Source: an optimization exercise on an open RTL-to-GDS flow (aim: small area, a short achievable clock period and few clock cycles). Production flows keep margins and buffers that such runs may drop. No run shown here included a check of the RTL's function; only the layout flow was run. Power and IR drop assume default switching activity.

--- flow/config.mk ---
export PLATFORM = sky130hd
export DESIGN_NAME = e20_top
export DESIGN_NICKNAME = e20_top
export VERILOG_FILES = /design/flow/design.v
export SDC_FILE = /design/flow/constraint.sdc
export NUM_CORES = 4
export LEC_CHECK = 0
export ABC_CLOCK_PERIOD_IN_PS = 3500
export CAP_MARGIN = 20
export CORE_MARGIN = 2
export CORE_UTILIZATION = 40
export SETUP_SLACK_MARGIN = 4.5
export SLEW_MARGIN = 20
--- flow/constraint.sdc ---
create_clock -name core_clock -period 8.0 [get_ports {clk}]
set_input_delay 1.6000 -clock core_clock [delete_from_list [all_inputs] [get_ports {clk}]]
set_output_delay 1.6000 -clock core_clock [all_outputs]
set_load 0.01 [all_outputs]
--- flow/design.v ---
module e20_cache_level #(
    parameter BLK_BITS = 2,    
    parameter ROW_BITS = 3,    
    parameter WAYS     = 2
) (
    input  wire                 clk,
    input  wire                 rst,
    input  wire                 access,    
    input  wire [12:0]          addr,
    output wire [ROW_BITS-1:0]  row,
    output reg                  hit
);
    localparam TAG_BITS = 13 - BLK_BITS - ROW_BITS;
    localparam ROWS     = 1 << ROW_BITS;
    localparam LINES    = ROWS * WAYS;
    wire [TAG_BITS-1:0] tag = addr[12:BLK_BITS+ROW_BITS];
    assign row = addr[BLK_BITS+ROW_BITS-1:BLK_BITS];
    wire [LINES*TAG_BITS-1:0] tags_flat;
    wire [LINES-1:0]          valid_flat;
    wire [WAYS*TAG_BITS-1:0] row_tags  = tags_flat[row*WAYS*TAG_BITS +: WAYS*TAG_BITS];
    wire [WAYS-1:0]          row_valid = valid_flat[row*WAYS +: WAYS];
    integer i;
    reg [WAYS-1:0] shift;      
    always @(*) begin
        hit   = 1'b0;
        shift = {WAYS{1'b1}};  
        for (i = 0; i < WAYS; i = i + 1) begin
            if (row_valid[i] && row_tags[i*TAG_BITS +: TAG_BITS] == tag)
                hit = 1'b1;
        end
        if (hit) begin
            for (i = 0; i < WAYS; i = i + 1)
                shift[i] = 1'b0;
            for (i = 0; i < WAYS; i = i + 1) begin
                if (row_valid[i] && row_tags[i*TAG_BITS +: TAG_BITS] == tag)
                    shift = ~((1 << i) - 1);    
            end
        end
    end
    genvar r, p;
    generate
        for (r = 0; r < ROWS; r = r + 1) begin : g_row
            wire upd = access && (row == r);
            for (p = 0; p < WAYS; p = p + 1) begin : g_line
                reg [TAG_BITS-1:0] tag_q;
                reg                valid_q;
                wire [TAG_BITS-1:0] tag_in;
                wire                valid_in;
                if (p == WAYS - 1) begin : g_end
                    assign tag_in   = tag;
                    assign valid_in = 1'b1;
                end else begin : g_mid
                    assign tag_in   = tags_flat[(r*WAYS+p+1)*TAG_BITS +: TAG_BITS];
                    assign valid_in = valid_flat[r*WAYS+p+1];
                end
                always @(posedge clk) begin
                    if (rst) begin
                        valid_q <= 1'b0;
                    end else if (upd && shift[p]) begin
                        tag_q   <= tag_in;
                        valid_q <= valid_in;
                    end
                end
                assign tags_flat[(r*WAYS+p)*TAG_BITS +: TAG_BITS] = tag_q;
                assign valid_flat[r*WAYS+p] = valid_q;
            end
        end
    endgenerate
endmodule
module e20_top (
    input  wire        clk,
    input  wire        rst,
    output reg         mem_req,
    output reg         mem_we,
    output reg  [12:0] mem_addr,
    output wire [15:0] mem_wdata,
    input  wire [15:0] mem_rdata,
    input  wire        mem_ready,
    output wire        ev1_valid,
    output wire [1:0]  ev1_status,    
    output wire [15:0] ev1_pc,
    output wire [12:0] ev1_addr,
    output wire [2:0]  ev1_row,
    output wire        ev2_valid,
    output wire [1:0]  ev2_status,
    output wire [15:0] ev2_pc,
    output wire [12:0] ev2_addr,
    output wire [3:0]  ev2_row,
    output wire        halted,
    output wire [15:0] pc_out,
    input  wire [2:0]  dbg_sel,
    output wire [15:0] dbg_reg
);
    reg [15:0] pc;
    reg        halt_q;
    reg [15:0] regs [1:7];
    reg        mact;
    reg        mst;          
    reg [12:0] maddr;
    reg [15:0] mwdata;
    reg [2:0]  mrd;
    reg        evv;
    reg        ev_st;
    reg        ev_h1;
    reg        ev_h2;
    wire [15:0] ir     = mem_rdata;
    wire [2:0]  opcode = ir[15:13];
    wire [2:0]  rA     = ir[12:10];
    wire [2:0]  rB     = ir[9:7];
    wire [2:0]  rD     = ir[6:4];
    wire [3:0]  func   = ir[3:0];
    wire [15:0] imm    = {{9{ir[6]}}, ir[6:0]};
    wire [15:0] target = {3'b000, ir[12:0]};
    wire [15:0] va = (rA == 3'd0) ? 16'd0 : regs[rA];
    wire [15:0] vb = (rB == 3'd0) ? 16'd0 : regs[rB];
    wire [15:0] pc1 = pc + 16'd1;
    wire op_rrr  = (opcode == 3'd0);
    wire op_alu  = op_rrr && (func[3:2] == 2'b00 || func == 4'd4);
    wire op_jr   = op_rrr && (func == 4'd8);
    wire op_mem  = (opcode == 3'd4) || (opcode == 3'd5);
    wire do_halt = (opcode == 3'd2) && (target == pc);
    wire exec = !mact && !halt_q && mem_ready;
    wire       look = mact && mem_ready;
    wire       l1_hit, l2_hit;
    wire [2:0] l1_row;
    wire [3:0] l2_row;
    e20_cache_level #(.BLK_BITS(2), .ROW_BITS(3), .WAYS(2)) u_l1 (
        .clk(clk), .rst(rst), .access(look), .addr(maddr),
        .row(l1_row), .hit(l1_hit)
    );
    e20_cache_level #(.BLK_BITS(3), .ROW_BITS(4), .WAYS(4)) u_l2 (
        .clk(clk), .rst(rst), .access(look && (mst || !l1_hit)), .addr(maddr),
        .row(l2_row), .hit(l2_hit)
    );
    wire [15:0] ev_pc = pc - 16'd1;
    assign ev1_valid  = evv;
    assign ev1_status = ev_st ? 2'd2 : {1'b0, !ev_h1};
    assign ev1_pc     = ev_pc;
    assign ev1_addr   = maddr;
    assign ev1_row    = maddr[4:2];
    assign ev2_valid  = evv && (ev_st || !ev_h1);
    assign ev2_status = ev_st ? 2'd2 : {1'b0, !ev_h2};
    assign ev2_pc     = ev_pc;
    assign ev2_addr   = maddr;
    assign ev2_row    = maddr[6:3];
    assign halted  = halt_q;
    assign pc_out  = pc;
    assign dbg_reg = (dbg_sel == 3'd0) ? 16'd0 : regs[dbg_sel];
    assign mem_wdata = mwdata;
    always @(*) begin
        mem_req  = !halt_q;
        mem_we   = mact && mst;
        mem_addr = mact ? maddr : pc[12:0];
    end
    reg        wr_en;
    reg [2:0]  wr_idx;
    reg [15:0] wr_val;
    reg [15:0] next_pc;
    always @(*) begin
        wr_en   = 1'b0;
        wr_idx  = rD;
        wr_val  = 16'd0;
        next_pc = pc1;
        case (opcode)
            3'd0: begin
                wr_en = op_alu;
                case (func[2:0])
                    3'd0: wr_val = va + vb;
                    3'd1: wr_val = va - vb;
                    3'd2: wr_val = va | vb;
                    3'd3: wr_val = va & vb;
                    default: wr_val = {15'd0, va < vb};
                endcase
                if (op_jr) next_pc = va;
            end
            3'd1: begin wr_en = 1'b1; wr_idx = rB; wr_val = va + imm; end
            3'd2: next_pc = target;
            3'd3: begin wr_en = 1'b1; wr_idx = 3'd7; wr_val = pc1; next_pc = target; end
            3'd6: if (va == vb) next_pc = pc1 + imm;
            3'd7: begin wr_en = 1'b1; wr_idx = rB; wr_val = {15'd0, va < imm}; end
            default: ;
        endcase
    end
    wire [15:0] eff = va + imm;
    integer k;
    always @(posedge clk) begin
        if (rst) begin
            pc     <= 16'd0;
            halt_q <= 1'b0;
            mact   <= 1'b0;
            evv    <= 1'b0;
            for (k = 1; k < 8; k = k + 1)
                regs[k] <= 16'd0;
        end else begin
            evv <= look;
            if (look) begin
                ev_st <= mst;
                ev_h1 <= l1_hit;
                ev_h2 <= l2_hit;
                mact  <= 1'b0;
                pc    <= pc1;
                if (!mst && mrd != 3'd0)
                    regs[mrd] <= mem_rdata;
            end
            if (exec) begin
                if (do_halt) begin
                    halt_q <= 1'b1;
                end else if (op_mem) begin
                    mact   <= 1'b1;
                    mst    <= opcode[0];
                    maddr  <= eff[12:0];
                    mwdata <= vb;
                    mrd    <= rB;
                end else if (!(op_rrr && !op_alu && !op_jr)) begin
                    if (wr_en && wr_idx != 3'd0)
                        regs[wr_idx] <= wr_val;
                    pc <= next_pc;
                end
            end
        end
    end
endmodule
--- flow/run.sh ---
#!/bin/bash
# synth_recipe.tcl (not shown) runs the flow's synth.tcl, then flattens the netlist and writes it again
# the make line also repeats each setting of config.mk as NAME=value (left out here)
make -C /OpenROAD-flow-scripts/flow DESIGN_CONFIG=/design/flow/config.mk WORK_HOME=/design/flow/orfs CLKGATE_MAP_FILE= SYNTH_SCRIPT=/design/flow/synth_recipe.tcl finish
==> impl_metrics.env, run 1 <==
export IMPL_status="timing/DRC/antenna clean"
export IMPL_critPathMaxFanout=7
export IMPL_hpwlAfterDp_um=89600
export IMPL_hold_path_depth=0
export IMPL_finalSetupTns_ps=0
export IMPL_cp_slowest_cell="a2111o_1"
export IMPL_area_growth_pct=37.1
export IMPL_crit_path_start_kind="input pin"
export IMPL_grt_pass1_wl_um=206000
export IMPL_synth_edff_count=664
export IMPL_endpoint_kind="flop"
export IMPL_ys_async_sr_fraction_pct=0
export IMPL_via_count=29200
export IMPL_ys_warn_count=3
export IMPL_path_common_cell="mux2_4"
export IMPL_min_from="u_l1.g_row[4].g_line[1].tag_q[3]"
export IMPL_finalCritPeriodShare_pct=59.4
export IMPL_peakVddDrop_uv=146
export IMPL_critical_path_class="in -> reg"
export IMPL_drtAntennaViolNets=0
export IMPL_finalSetupViolCount=0
export IMPL_dieArea_um2=102000
export IMPL_dr_pass1_iters=6
export IMPL_grt_usage_pct=28.0
export IMPL_die_y_um=319
export IMPL_synth_seq_cells=763
export IMPL_leakage_nw=19.4
export IMPL_htree_levels=3
export IMPL_grt_pass1_vias=29200
export IMPL_initialDrtViolationCount=3103
export IMPL_hold_buffers=0
export IMPL_layout_drive_gt1_share_pct=41.3
export IMPL_core_um2=98300
export IMPL_gp_congestion=0.958
export IMPL_cpPeakStageDelay_ps=380
export IMPL_viasPerCell=6.01
export IMPL_rsz0062_at_grt="true"
export IMPL_layout_commonest_cell="edfxtp_1"
export IMPL_syn_area_um2=39600
export IMPL_yosysUniqueCellTypes=103
export IMPL_insertion_delay_ps=680
export IMPL_syn_avg_cell_area_um2=13.1
export IMPL_die_w_um=319
export IMPL_synth_ff_type="edfxtp_1"
export IMPL_grt_max_degree=67
export IMPL_max_freq_mhz=210
export IMPL_routedWlPerCell_um=30.2
export IMPL_final_cell_mix="edfxtp_1, buf_4, mux4_2"
export IMPL_pin_count=157
export IMPL_fin_cells=4867
export IMPL_drv_cap=0
export IMPL_cts_tree="yes"
export IMPL_io_buffers=156
export IMPL_cts_root_buf="clkbuf_16"
export IMPL_antennaDiodeCount=0
export IMPL_ff2ff_setup_slack_ps=3850
export IMPL_drc=0
export IMPL_rows=115
export IMPL_nets=3628
export IMPL_dp_cells=4294
export IMPL_power_mw=10.2
export IMPL_min_to="u_l1.g_row[4].g_line[0].tag_q[3]"
export IMPL_power_density_nw_per_um2=188
export IMPL_cp_cell_sequence="buf_12 > buf_12 > mux2_4 > a22o_1 > mux2_4 > ha_4 > inv_2 > fa_2 > o21bai_4 > a2111o_1 > a32oi_2 > a21oi_4 > a21oi_2 > mux2_4 > o31ai_4 > a41o_4 > nor2_2"
export IMPL_synthesis_instances=3018
export IMPL_rr_worst_depth=13
export IMPL_worst_slew_pin_slew_ps=1120
export IMPL_wl_um=147000
export IMPL_initial_core_util_pct=40.3
export IMPL_cp_arrival_ps=5160
export IMPL_clock_sinks=763
export IMPL_clk_pin_slew_worst_paths_ps=60
export IMPL_finClkSkew_ps=26.6
export IMPL_grt_antenna_before_repair=1
export IMPL_ys_seq_area_share_pct=55.4
export IMPL_cp_required_ps=8410
export IMPL_period_minus_slack_ps=4750
export IMPL_grt_remaining_overflow=0
export IMPL_r2r_start="pc[2]"
export IMPL_holdCritPathClass="reg -> reg"
export IMPL_hold_violations=0
export IMPL_clk_path_buf_depth=3
export IMPL_drv_slew=0
export IMPL_cts_buffers=83
export IMPL_r2r_end="pc[15]"
export IMPL_relSlewSlack_pct=24.9
==> metrics by stage <==
step	setup slack, ps	utilization (%)	area [um^2]	hold slack [ps]
3_3_place_gp	1250	43.6	42900	424
6_report	3250	55.3	54300	440
2_1_floorplan	2750	-	40900	418
3_5_place_dp	1170	43.6	42900	429
4_1_cts	3300	52.8	51900	440
5_1_grt	3170	55.3	54300	445
==> registers in the layout, indices dropped and copies added (netlist names) <==
signal                     flops
u_l2.g_row.g_line.tag_q      384
u_l2.g_row.g_line.valid_q     64
u_l1.g_row.g_line.valid_q     16
ev_st                          1
ev_h2                          1
evv                            1
pc                            16
ev_h1                          1
mact                           1
halt_q                         1
u_l1.g_row.g_line.tag_q      128
mrd                            3
mwdata                        16
maddr                         13
regs                         116
mst                            1
==> report_power, final <==
part,switching (mW),leakage [nW],internal (mW)
combinational,1.04,11.1,0.907
clock,1.66,1.33,2.23
sequential,0.0584,6.94,4.33
total,2.76,19.4,7.47
==> layout make-up <==
type / count / area (um^2)
well taps: 1287 / 1610
repair inverters: 1 / 5.00
repair buffers: 633 / 7690
fillers: 7739 / 44000
inverters: 134 / 531
clock buffers: 107 / 2250
clock inverters: 44 / 487
multi-input cells: 1898 / 19800
flip-flops and latches: 763 / 22000
==> cell usage after synthesis (84+ instances only) <==
master	count	share of area, %
edfxtp_1	664	50
nand2_1	153	1.5
xnor2_1	84	1.9
clkbuf_1	95	0.90
inv_1	132	1.3
mux4_2	183	10
nor3_1	97	1.2
a21oi_1	85	1.1
o21ai_0	101	1.3
mux2i_1	138	3.5
ha_1	88	2.8
nand2b_1	91	1.4
dfxtp_1	99	5.0
nor2_1	267	2.5
==> kinds of logic after synthesis <==
group,count (synthesis),synth area share (%)
and+or+nand+nor,803,9.93
adders and majority gates,93,3.01
AOI/OAI and AO/OA,464,8.29
muxes,392,15.9
DFF,763,55.4
other,1,0.00947
buffers and inverters,366,4.49
xor gates and xnor gates,136,3.01
==> routing by layer <==
| layer | track usage, % | up-vias | routed length (um) |
|---|---|---|---|
| met5 | 0 | - | 0 |
| met4 | 14.6 | 0 | 9110 |
| met3 | 4.90 | 402 | 11300 |
| met2 | 47.1 | 1592 | 71800 |
| met1 | 34.4 | 14800 | 54700 |
| li1 | - | 12500 | - |
==> worst max-delay path: cells and delay by family <==
kind	cells	cell delay (ps)
AND/OR/NAND/NOR	1	60
AO/OA/AOI/OAI	8	1820
adder cells (fa/ha/maj)	2	410
multiplexers	3	960
buffers and inverters	3	300
==> worst max-delay path by stage <==
stage	from	endpoint	slack, ps
floorplan	mem_rdata[11]	regs[1][14]	2750
global placement	mem_rdata[9]	regs[1][13]	1250
detailed placement	mem_rdata[9]	regs[7][13]	1170
CTS	mem_rdata[8]	regs[6][14]	3300
global route	mem_rdata[8]	regs[3][14]	3170
finish	mem_rdata[8]	regs[3][14]	3250
==> timing repair <==
action                     CTS  global route
cloned                      41            10
pin swaps                  117           164
gates resized for setup    861           325
setup buffers              282            89
setup endpoints to repair  962           746
==> run 2, diff against run 1 <==
--- a/flow/design.v
+++ b/flow/design.v
@@ -74,5 +74,5 @@
     output reg         mem_we,
     output reg  [12:0] mem_addr,
-    output wire [15:0] mem_wdata,
+    output reg  [15:0] mem_wdata,
     input  wire [15:0] mem_rdata,
     input  wire        mem_ready,
@@ -92,10 +92,14 @@
     output wire [15:0] dbg_reg
 );
-    reg [15:0] pc;
+    reg [15:0] pc;           
+    reg [15:0] ir;
+    reg        irv;          
     reg        halt_q;
     reg [15:0] regs [1:7];
     reg        mact;
     reg        mst;          
+    reg        looked;       
     reg [12:0] maddr;
+    reg [15:0] mpc;
     reg [15:0] mwdata;
     reg [2:0]  mrd;
@@ -104,5 +108,4 @@
     reg        ev_h1;
     reg        ev_h2;
-    wire [15:0] ir     = mem_rdata;
     wire [2:0]  opcode = ir[15:13];
     wire [2:0]  rA     = ir[12:10];
@@ -116,10 +119,15 @@
     wire [15:0] pc1 = pc + 16'd1;
     wire op_rrr  = (opcode == 3'd0);
-    wire op_alu  = op_rrr && (func[3:2] == 2'b00 || func == 4'd4);
+    wire op_alu  = op_rrr && (func[3:2] == 2'b00 || func == 4'd4) && func != 4'd5 && func != 4'd6 && func != 4'd7;
     wire op_jr   = op_rrr && (func == 4'd8);
+    wire op_bad  = op_rrr && !op_alu && !op_jr;
+    wire op_j    = (opcode == 3'd2);
+    wire op_jal  = (opcode == 3'd3);
     wire op_mem  = (opcode == 3'd4) || (opcode == 3'd5);
-    wire do_halt = (opcode == 3'd2) && (target == pc);
-    wire exec = !mact && !halt_q && mem_ready;
-    wire       look = mact && mem_ready;
+    wire op_jeq  = (opcode == 3'd6);
+    wire do_halt = op_j && (target == pc);
+    wire jeq_tk  = op_jeq && (va == vb);
+    wire exec = irv && !mact && !halt_q;
+    wire       look = mact && !looked;
     wire       l1_hit, l2_hit;
     wire [2:0] l1_row;
@@ -133,13 +141,12 @@
         .row(l2_row), .hit(l2_hit)
     );
-    wire [15:0] ev_pc = pc - 16'd1;
     assign ev1_valid  = evv;
     assign ev1_status = ev_st ? 2'd2 : {1'b0, !ev_h1};
-    assign ev1_pc     = ev_pc;
+    assign ev1_pc     = mpc;
     assign ev1_addr   = maddr;
     assign ev1_row    = maddr[4:2];
     assign ev2_valid  = evv && (ev_st || !ev_h1);
     assign ev2_status = ev_st ? 2'd2 : {1'b0, !ev_h2};
-    assign ev2_pc     = ev_pc;
+    assign ev2_pc     = mpc;
     assign ev2_addr   = maddr;
     assign ev2_row    = maddr[6:3];
@@ -147,19 +154,28 @@
     assign pc_out  = pc;
     assign dbg_reg = (dbg_sel == 3'd0) ? 16'd0 : regs[dbg_sel];
-    assign mem_wdata = mwdata;
+    wire redirect = op_j || op_jal;       
+    wire bubble   = op_jr || jeq_tk;      
     always @(*) begin
-        mem_req  = !halt_q;
-        mem_we   = mact && mst;
-        mem_addr = mact ? maddr : pc[12:0];
+        mem_we    = 1'b0;
+        mem_wdata = mwdata;
+        if (mact) begin
+            mem_req  = 1'b1;
+            mem_we   = mst;
+            mem_addr = maddr;
+        end else if (!irv) begin
+            mem_req  = !halt_q;
+            mem_addr = pc[12:0];
+        end else begin
+            mem_req  = !halt_q;
+            mem_addr = redirect ? ir[12:0] : pc1[12:0];
+        end
     end
     reg        wr_en;
     reg [2:0]  wr_idx;
     reg [15:0] wr_val;
-    reg [15:0] next_pc;
     always @(*) begin
-        wr_en   = 1'b0;
-        wr_idx  = rD;
-        wr_val  = 16'd0;
-        next_pc = pc1;
+        wr_en  = 1'b0;
+        wr_idx = rD;
+        wr_val = 16'd0;
         case (opcode)
             3'd0: begin
@@ -172,10 +188,7 @@
                     default: wr_val = {15'd0, va < vb};
                 endcase
-                if (op_jr) next_pc = va;
             end
             3'd1: begin wr_en = 1'b1; wr_idx = rB; wr_val = va + imm; end
-            3'd2: next_pc = target;
-            3'd3: begin wr_en = 1'b1; wr_idx = 3'd7; wr_val = pc1; next_pc = target; end
-            3'd6: if (va == vb) next_pc = pc1 + imm;
+            3'd3: begin wr_en = 1'b1; wr_idx = 3'd7; wr_val = pc1; end
             3'd7: begin wr_en = 1'b1; wr_idx = rB; wr_val = {15'd0, va < imm}; end
             default: ;
@@ -187,33 +200,54 @@
         if (rst) begin
             pc     <= 16'd0;
+            irv    <= 1'b0;
             halt_q <= 1'b0;
             mact   <= 1'b0;
+            looked <= 1'b0;
             evv    <= 1'b0;
             for (k = 1; k < 8; k = k + 1)
                 regs[k] <= 16'd0;
         end else begin
-            evv <= look;
+            evv    <= look;
+            looked <= mact && !mem_ready;
             if (look) begin
                 ev_st <= mst;
                 ev_h1 <= l1_hit;
                 ev_h2 <= l2_hit;
-                mact  <= 1'b0;
-                pc    <= pc1;
-                if (!mst && mrd != 3'd0)
-                    regs[mrd] <= mem_rdata;
-            end
-            if (exec) begin
+            end
+            if (mact) begin
+                if (mem_ready) begin
+                    mact <= 1'b0;
+                    if (!mst && mrd != 3'd0)
+                        regs[mrd] <= mem_rdata;
+                    if (mst && maddr == pc[12:0])
+                        irv <= 1'b0;
+                end
+            end else if (!irv) begin
+                if (!halt_q && mem_ready) begin
+                    ir  <= mem_rdata;
+                    irv <= 1'b1;
+                end
+            end else if (!halt_q && !op_bad) begin
                 if (do_halt) begin
                     halt_q <= 1'b1;
-                end else if (op_mem) begin
-                    mact   <= 1'b1;
-                    mst    <= opcode[0];
-                    maddr  <= eff[12:0];
-                    mwdata <= vb;
-                    mrd    <= rB;
-                end else if (!(op_rrr && !op_alu && !op_jr)) begin
+                end else begin
                     if (wr_en && wr_idx != 3'd0)
                         regs[wr_idx] <= wr_val;
-                    pc <= next_pc;
+                    if (op_mem) begin
+                        mact   <= 1'b1;
+                        mst    <= opcode[0];
+                        maddr  <= eff[12:0];
+                        mpc    <= pc;
+                        mwdata <= vb;
+                        mrd    <= rB;
+                    end
+                    if (bubble) begin
+                        pc  <= op_jr ? va : pc1 + imm;
+                        irv <= 1'b0;
+                    end else begin
+                        pc  <= redirect ? target : pc1;
+                        ir  <= mem_rdata;
+                        irv <= mem_ready;
+                    end
                 end
             end
--- a/flow/config.mk
+++ b/flow/config.mk
@@ -6,8 +6,8 @@
 export NUM_CORES = 4
 export LEC_CHECK = 0
-export ABC_CLOCK_PERIOD_IN_PS = 3500
+export ABC_CLOCK_PERIOD_IN_PS = 4000
 export CAP_MARGIN = 20
 export CORE_MARGIN = 2
 export CORE_UTILIZATION = 40
-export SETUP_SLACK_MARGIN = 4.5
+export SETUP_SLACK_MARGIN = 3.5
 export SLEW_MARGIN = 20
==> run 2 against run 1 <==
Effect of this change: routed wire length is 15% lower; combinational power fell by 22%; total power is 1.4% higher; sequential power increased by 7.7%; fmax up 5.9%; largest cell class unchanged; global-route usage is 4.3 points lower; setup slack gained 270 ps; register-to-register slack got worse by 280 ps.
==> impl_metrics.env, run 2 <==
export IMPL_yosysTopAreaCell="edfxtp_1"
export IMPL_finalSetupViolCount=0
export IMPL_netlist_top_cells_count="edfxtp_1, nor2_1, mux4_2"
export IMPL_max_freq_mhz=223
export IMPL_final_util_pct=47.5
export IMPL_area_growth_pct=18.0
export IMPL_endpoint_kind="output port"
export IMPL_initialDrtViolationCount=2984
export IMPL_final_cell_mix="edfxtp_1, nor2_1, mux4_2"
export IMPL_crit_path_start_kind="flop"
export IMPL_seqCellArea_um2=23400
export IMPL_max_flop_register="u_l2.g_row.g_line.tag_q"
export IMPL_hold_violations=0
export IMPL_pin_count=157
export IMPL_nets=3353
export IMPL_status="timing/DRC/antenna clean"
export IMPL_routedWlPerCell_um=26.7
export IMPL_finalCritPeriodShare_pct=56.1
export IMPL_power_density_nw_per_um2=215
export IMPL_cp_slowest_cell="edfxtp_1"
export IMPL_hpwlAfterDp_um=85000
export IMPL_cpPeakStageDelay_ps=590
export IMPL_period_minus_slack_ps=4490
export IMPL_grt_remaining_overflow=0
export IMPL_critPathMaxFanout=14
export IMPL_die_y_um=324
export IMPL_fin_area_um2=48200
export IMPL_clk_pin_slew_worst_paths_ps=60
export IMPL_min_from="u_l2.g_row[6].g_line[1].tag_q[5]"
export IMPL_synth_edff_count=708
export IMPL_placed_area_um2=43500
export IMPL_rows=117
export IMPL_gp_congestion=0.924
export IMPL_grt_usage_pct=23.7
export IMPL_cp_buffers_inverters=2
export IMPL_dr_pass1_iters=6
export IMPL_relSlewSlack_pct=22.8
export IMPL_nFillCells=8962
export IMPL_drtAntennaViolNets=0
export IMPL_worst_slew_pin_slew_ps=1150
export IMPL_finalSetupTns_ps=0
export IMPL_grt_pass1_wl_um=182000
export IMPL_syn_avg_cell_area_um2=13.4
export IMPL_ys_async_sr_fraction_pct=0
export IMPL_synth_top_area_share_pct=52.0
export IMPL_antennaDiodeCount=0
export IMPL_insertion_delay_ps=670
export IMPL_power_mw=10.4
export IMPL_clock_sinks=815
export IMPL_timing_final_ws_setup_ps=3510
export IMPL_cp_arrival_ps=2890
export IMPL_die_w_um=324
export IMPL_peakVddDrop_uv=177
export IMPL_rsz0062_at_grt="true"
export IMPL_cts_buffers=87
export IMPL_worstSetupStartpoint="ir[14]"
export IMPL_synth_top_family_by_area="multiplexers"
export IMPL_dp_slack_ps=2190
export IMPL_io_buffers=156
export IMPL_yosysMostFrequentCell="edfxtp_1"
export IMPL_hold_ws_ps=435
export IMPL_via_count=26800
export IMPL_largest_reg_flops=384
export IMPL_critical_path_class="reg -> out"
export IMPL_drc=0
export IMPL_synthSimpleGateAreaFrac_pct=9.02
export IMPL_grt_pass1_vias=26500
export IMPL_wl_um=124000
export IMPL_layout_drive_gt1_share_pct=21.7
export IMPL_grt_antenna_before_repair=2
export IMPL_synthesis_instances=3058
export IMPL_cp_cell_sequence="nor2b_2 > buf_6 > nor2_1 > a21oi_2 > mux2i_1 > o21ai_0 > clkdlybuf4s50_1"
export IMPL_cp_required_ps=6400
export IMPL_fin_cells=4662
export IMPL_core_um2=102000
export IMPL_dp_cells=4428
export IMPL_synth_xor_area_share_pct=2.79
export IMPL_layout_commonest_cell="edfxtp_1"
export IMPL_cts_root_buf="clkbuf_16"
export IMPL_htree_levels=3
export IMPL_drv_slew=0
export IMPL_clk_path_buf_depth=3
export IMPL_finClkSkew_ps=29.8
export IMPL_multi_input_area_um2=16600
export IMPL_ys_warn_count=3
export IMPL_reg_top3="u_l2.g_row.g_line.tag_q (384), regs (128), u_l1.g_row.g_line.tag_q (128)"
export IMPL_cpLargestDelayFamily="buffers and inverters"
export IMPL_viasPerCell=5.75
export IMPL_dieArea_um2=105000
export IMPL_synth_fa_ha_area_share_pct=3.29
export IMPL_syn_area_um2=40900
export IMPL_initial_core_util_pct=40.2
export IMPL_synth_ff_type="edfxtp_1"
export IMPL_drv_cap=0
export IMPL_synth_seq_cells=815
export IMPL_synth_area_leaders="edfxtp_1, mux4_2, dfxtp_1, ha_1, nor2_1"
export IMPL_leakage_nw=17.0
export IMPL_synth_compound_area_share_pct=7.94
export IMPL_synthMuxAreaShare_pct=15.3
export IMPL_ys_seq_area_share_pct=57.3
export IMPL_grt_max_degree=91
export IMPL_cts_tree="yes"
export IMPL_yosysUniqueCellTypes=85
export IMPL_holdCritPathClass="reg -> reg"
run 2: cell types whose count changed after synthesis, moves of 17 or more:
cell / before / now
xor2_1: 52 / 28
mux2i_1: 138 / 111
mux4_1: 0 / 18
nor3_1: 97 / 45
edfxtp_1: 664 / 708
a21oi_1: 85 / 124
o31ai_1: 6 / 25
xnor2_1: 84 / 102
o22ai_1: 16 / 36
a21o_1: 14 / 31
nor2_1: 267 / 327
run 2: worst register-to-register path: stages (launching register included):
cell and delay (ps):
dfxtp_4 370, buf_12 210, mux4_2 580, mux2i_4 220, or2_2 200, inv_1 100, ha_1 200, o21bai_2 210
a221oi_1 340, o21bai_1 160, a221oi_2 230, buf_4 160, buf_4 100, a21oi_1 70, xnor2_1 130, o21ai_0 250
a21oi_1 220, a21oi_4 320, nor2_1 110
run 2: final timing paths:
path,end,cells past startpoint,slack [ps]
max reg2reg,regs[2][8],18,3570
min reg2reg,u_l2.g_row[6].g_line[0].tag_q[5],0,430
min,u_l2.g_row[6].g_line[0].tag_q[5],0,430
max,mem_addr[5],7,3510
run 2: repair_timing:
| item | CTS | global route |
|---|---|---|
| resized for setup | 242 | 75 |
| hold buffers | 0 | 0 |
| endpoints found under the setup margin | 745 | 451 |
| setup buffers | 51 | 17 |
| cloned | 8 | 1 |
| pin swaps | 20 | 21 |
run 2: cell type report:
class / count / share of cell area, %
Tap cell: 1368 / 3.55
Clock inverter: 41 / 0.976
Inverter: 141 / 1.12
Clock buffer: 116 / 5.07
Multi-Input combinational cell: 1895 / 34.5
Timing Repair Buffer: 286 / 6.19
Sequential cell: 815 / 48.6
run 2: where the power goes:
part | switching, mW | total, mW | internal, mW | leakage, nW
combinational | 0.908 | 1.53 | 0.623 | 8.12
clock | 1.73 | 4.12 | 2.39 | 1.42
sequential | 0.0808 | 4.73 | 4.65 | 7.41
run 2: cells by family (layout without fill, tap and decap cells):
logic type | Yosys count | after routing
compound gates | 494 | 495
fa+ha+maj | 105 | 105
xor+xnor | 130 | 130
simple gates | 781 | 782
other cells | 1 | 16
buf+inv | 365 | 584
flops | 815 | 815
mux | 367 | 367
run 2: metal layers:
layer | GRT usage [%] | part of all wire [%] | routed length (um)
met2 | 38.2 | 47 | 58700
met4 | 8.06 | 3.2 | 4000
met5 | 0 | 0.0080 | 10
met1 | 32.4 | 41 | 51500
met3 | 4.22 | 8.2 | 10200
==> run 3, diff against run 2 <==
--- a/flow/config.mk
+++ b/flow/config.mk
@@ -6,8 +6,8 @@
 export NUM_CORES = 4
 export LEC_CHECK = 0
-export ABC_CLOCK_PERIOD_IN_PS = 4000
+export ABC_CLOCK_PERIOD_IN_PS = 3500
 export CAP_MARGIN = 20
 export CORE_MARGIN = 2
 export CORE_UTILIZATION = 40
-export SETUP_SLACK_MARGIN = 3.5
+export SETUP_SLACK_MARGIN = 4.5
 export SLEW_MARGIN = 20
==> run 3 against run 2 <==
Effect of this change: routed wire length grew 17%; count of clock-buffer cells in the layout decreased by 3; global-route usage grew 2.9 points; total power rose by 5.5%; via count rose by 12%; sequential cell count is the same; first-iteration DRC count increased by 9.2%; still clean on timing, DRC and antenna.
==> impl_metrics.env, run 3 <==
export IMPL_critPathMaxFanout=8
export IMPL_final_cell_mix="edfxtp_1, buf_4, nor2_1"
export IMPL_p_seq_share_pct=43.1
export IMPL_ys_seq_area_share_pct=57.3
export IMPL_hpwlAfterDp_um=84400
export IMPL_synth_ff_type="edfxtp_1"
export IMPL_viasPerCell=5.92
export IMPL_relSlewSlack_pct=34.4
export IMPL_finalSetupViolCount=0
export IMPL_io_buffers=156
export IMPL_max_freq_mhz=227
export IMPL_rsz0062_at_grt="true"
export IMPL_holdCritPathClass="reg -> reg"
export IMPL_syn_area_um2=40900
export IMPL_wl_met1_um=54600
export IMPL_die_y_um=324
export IMPL_gp_congestion=0.899
export IMPL_r2r_end="regs[1][14]"
export IMPL_synth_seq_cells=815
export IMPL_max_flop_register="u_l2.g_row.g_line.tag_q"
export IMPL_grt_usage_pct=26.6
export IMPL_seqCellArea_um2=23500
export IMPL_leakage_nw=20.1
export IMPL_finClkSkew_ps=48.3
export IMPL_clock_sinks=815
export IMPL_synth_top_area_share_pct=52.0
export IMPL_nFillCells=8019
export IMPL_grt_antenna_before_repair=3
export IMPL_synth_area_leaders="edfxtp_1, mux4_2, dfxtp_1, ha_1, nor2_1"
export IMPL_clk_pin_slew_worst_paths_ps=60
export IMPL_finalSetupTns_ps=0
export IMPL_cts_buffers=86
export IMPL_die_w_um=324
export IMPL_layout_commonest_cell="edfxtp_1"
export IMPL_drv_slew=0
export IMPL_combPwrFrac_pct=20.2
export IMPL_netlist_top_cells_count="edfxtp_1, nor2_1, mux4_2"
export IMPL_worst_slew_pin_slew_ps=983
export IMPL_endpoint_kind="output port"
export IMPL_drc=0
export IMPL_clkPwrFrac_pct=36.7
export IMPL_min_from="u_l2.g_row[9].g_line[2].tag_q[2]"
export IMPL_hold_path_depth=0
export IMPL_rr_worst_depth=19
export IMPL_synthesis_instances=3058
export IMPL_largest_reg_flops=384
export IMPL_sw_frac_of_total_pct=27.5
export IMPL_cp_arrival_ps=2800
export IMPL_cp_endpoint="dbg_reg[7]"
export IMPL_via_count=30000
export IMPL_pin_count=157
export IMPL_rows=117
export IMPL_power_density_nw_per_um2=195
export IMPL_initialDrtViolationCount=3259
export IMPL_dr_pass1_iters=6
export IMPL_reg_top3="u_l2.g_row.g_line.tag_q (384), regs (128), u_l1.g_row.g_line.tag_q (128)"
export IMPL_internal_power_mw=7.94
export IMPL_grt_remaining_overflow=0
export IMPL_grt_max_degree=75
export IMPL_grt_pass1_vias=29200
export IMPL_core_um2=102000
export IMPL_dieArea_um2=105000
export IMPL_initial_core_util_pct=40.2
export IMPL_nets=3748
export IMPL_ff2ff_setup_slack_ps=3760
export IMPL_cts_tree="yes"
export IMPL_grt_pass1_wl_um=201000
export IMPL_cts_root_buf="clkbuf_16"
export IMPL_synth_edff_count=708
export IMPL_area_growth_pct=37.3
export IMPL_drtAntennaViolNets=0
export IMPL_critical_path_class="in -> out"
export IMPL_multi_input_area_um2=19600
export IMPL_met2_length_um=70500
export IMPL_clk_path_buf_depth=3
export IMPL_status="timing/DRC/antenna clean"
export IMPL_layout_drive_gt1_share_pct=41.0
export IMPL_drv_cap=0
export IMPL_cp_required_ps=6400
export IMPL_ys_async_sr_fraction_pct=0
export IMPL_routedWlPerCell_um=28.8
export IMPL_syn_avg_cell_area_um2=13.4
export IMPL_crit_path_start_kind="input pin"
export IMPL_htree_levels=3
export IMPL_yosysMostFrequentCell="edfxtp_1"
export IMPL_wl_met3_um=12100
export IMPL_yosysUniqueCellTypes=85
export IMPL_p_sw_mw=3.02
export IMPL_hold_violations=0
export IMPL_period_minus_slack_ps=4400
export IMPL_worstSetupStartpoint="dbg_sel[1]"
export IMPL_insertion_delay_ps=690
export IMPL_yosysTopAreaCell="edfxtp_1"
export IMPL_ys_warn_count=3
export IMPL_wl_um=146000
export IMPL_peakVddDrop_uv=191
export IMPL_hold_buffers=0
export IMPL_dr_max_layer_used="met5"
export IMPL_finalCritPeriodShare_pct=55.1
export IMPL_hold_ws_ps=430
==> run 3: cell types whose count changed in the layout (fill, tap and decap cells not counted), sizes merged, moves of 3 or more <==
| cell | previous run | this run |
|---|---|---|
| inv | 141 | 138 |
| buf | 142 | 531 |
| clkdlybuf4s50 | 129 | 92 |
| clkdlybuf4s15 | 0 | 3 |
| clkbuf | 119 | 124 |
| clkinv | 29 | 38 |
| dlygate4sd2 | 3 | 17 |
| bufbuf | 6 | 18 |
| nand2 | 154 | 157 |
==> run 3: power groups by stage <==
stage	clock, mW	combinational (mW)	sequential, mW
floorplan	0	1.02	4.78
global placement	0	1.36	4.83
detailed placement	0	1.36	4.83
CTS	4.04	1.90	4.73
global route	4.22	2.31	4.73
finish	4.02	2.21	4.73
==> run 3: final cells by class <==
type,count,share of cell area [%]
tap,1368,3.05
timing repair buffer,677,14.2
sequential,815,41.8
inverter,141,1.00
clock buffer,113,4.15
antenna,1,0.00446
multi-input combinational,1900,34.9
clock inverter,46,0.867
==> run 3: repair_timing <==
action / 4_1_cts / 5_1_grt
buffers inserted: 275 / 147
gates resized for setup: 846 / 354
pin swaps: 185 / 243
endpoints found under the setup margin: 935 / 791
gates cloned: 42 / 10
==> run 3: critical path: stages <==
cell	delay, ps
buf_12	110
buf_12	140
buf_8	130
mux2_4	300
a221oi_2	240
a21oi_2	90
buf_2	180
==> run 3: worst min path at each step <==
| stage | endpoint | slack [ps] |
|---|---|---|
| after global placement | u_l2.g_row[3].g_line[1].tag_q[0] | 420 |
| final | u_l2.g_row[9].g_line[1].tag_q[2] | 430 |
| after CTS | u_l2.g_row[9].g_line[2].tag_q[3] | 440 |
| after global routing | u_l2.g_row[9].g_line[1].tag_q[2] | 450 |
| after detailed placement | u_l1.g_row[2].g_line[0].tag_q[4] | 430 |
| after floorplan | u_l1.g_row[3].g_line[0].tag_q[0] | 420 |
==> run 3: layer usage <==
| layer | GRT usage (%) | vias to the layer above |
|---|---|---|
| met2 | 44.9 | 1692 |
| met4 | 11.9 | 2 |
| li1 | - | 12700 |
| met1 | 33.6 | 15100 |
| met5 | 0 | - |
| met3 | 4.50 | 440 |
==> run 3: kinds of logic (layout without fill, tap and decap cells) <==
| kind of cell | after synthesis | in the layout | share of synthesized area (%) |
|---|---|---|---|
| flip-flops | 815 | 815 | 57.3 |
| AND/OR/NAND/NOR | 781 | 787 | 9.02 |
| AO/OA/AOI/OAI | 494 | 495 | 7.94 |
| multiplexers | 367 | 367 | 15.3 |
| buffers and inverters | 365 | 977 | 4.35 |
| XOR/XNOR | 130 | 130 | 2.79 |
| adder cells (fa/ha/maj) | 105 | 105 | 3.29 |
| other | 1 | 17 | 0.00918 |
==> run 3: stage by stage <==
stage	area [um^2]	worst slack [ps]	std cells	util (%)	power, mW
floorplan	41900	3900	3073	-	5.79
global placement	44000	2380	4427	43.3	6.19
detailed placement	44000	2410	4427	43.3	6.19
CTS	53200	3600	4903	52.3	10.7
global route	56100	3570	5060	55.2	11.3
finish	56100	3600	5061	55.2	11.0

static timing again, ports no longer ideal:
Ports are ideal in the flow. The routed layouts listed here were re-timed in OpenROAD. Step 1: set_driving_cell puts a clkbuf_16 on clk and a buf_2 on each other input, an assumption about the parent block. Step 2 adds t to the input delays and takes it off the output delays; t is the mean of the earliest and latest rising clock arrival at the registers after step 1. Input paths then give back, and output paths get back, about the clock's delay inside the block. Slacks: ideal / step 1 / step 2; pairs: ideal / step 1.
| run | shift t [ns] | setup slack, ns | worst setup path after step 2 | worst data-port slew with drivers (ns) | cell pins on the clock port's net |
|---|---|---|---|---|---|
| run 1 | 0.729 | 3.248 / 3.129 / 2.400 | input to register | 0.22 | 1 |
| run 2 | 0.718 | 3.515 / 3.448 / 3.215 | input to register | 0.10 | 1 |
| run 3 | 0.733 | 3.596 / 3.461 / 3.461 | input to output | 0.18 | 1 |
After both steps setup and hold are still met in every run listed. For run 1, which loses most, drivers alone change the setup slack by -0.119 ns; drivers and shift together by -0.848 ns.
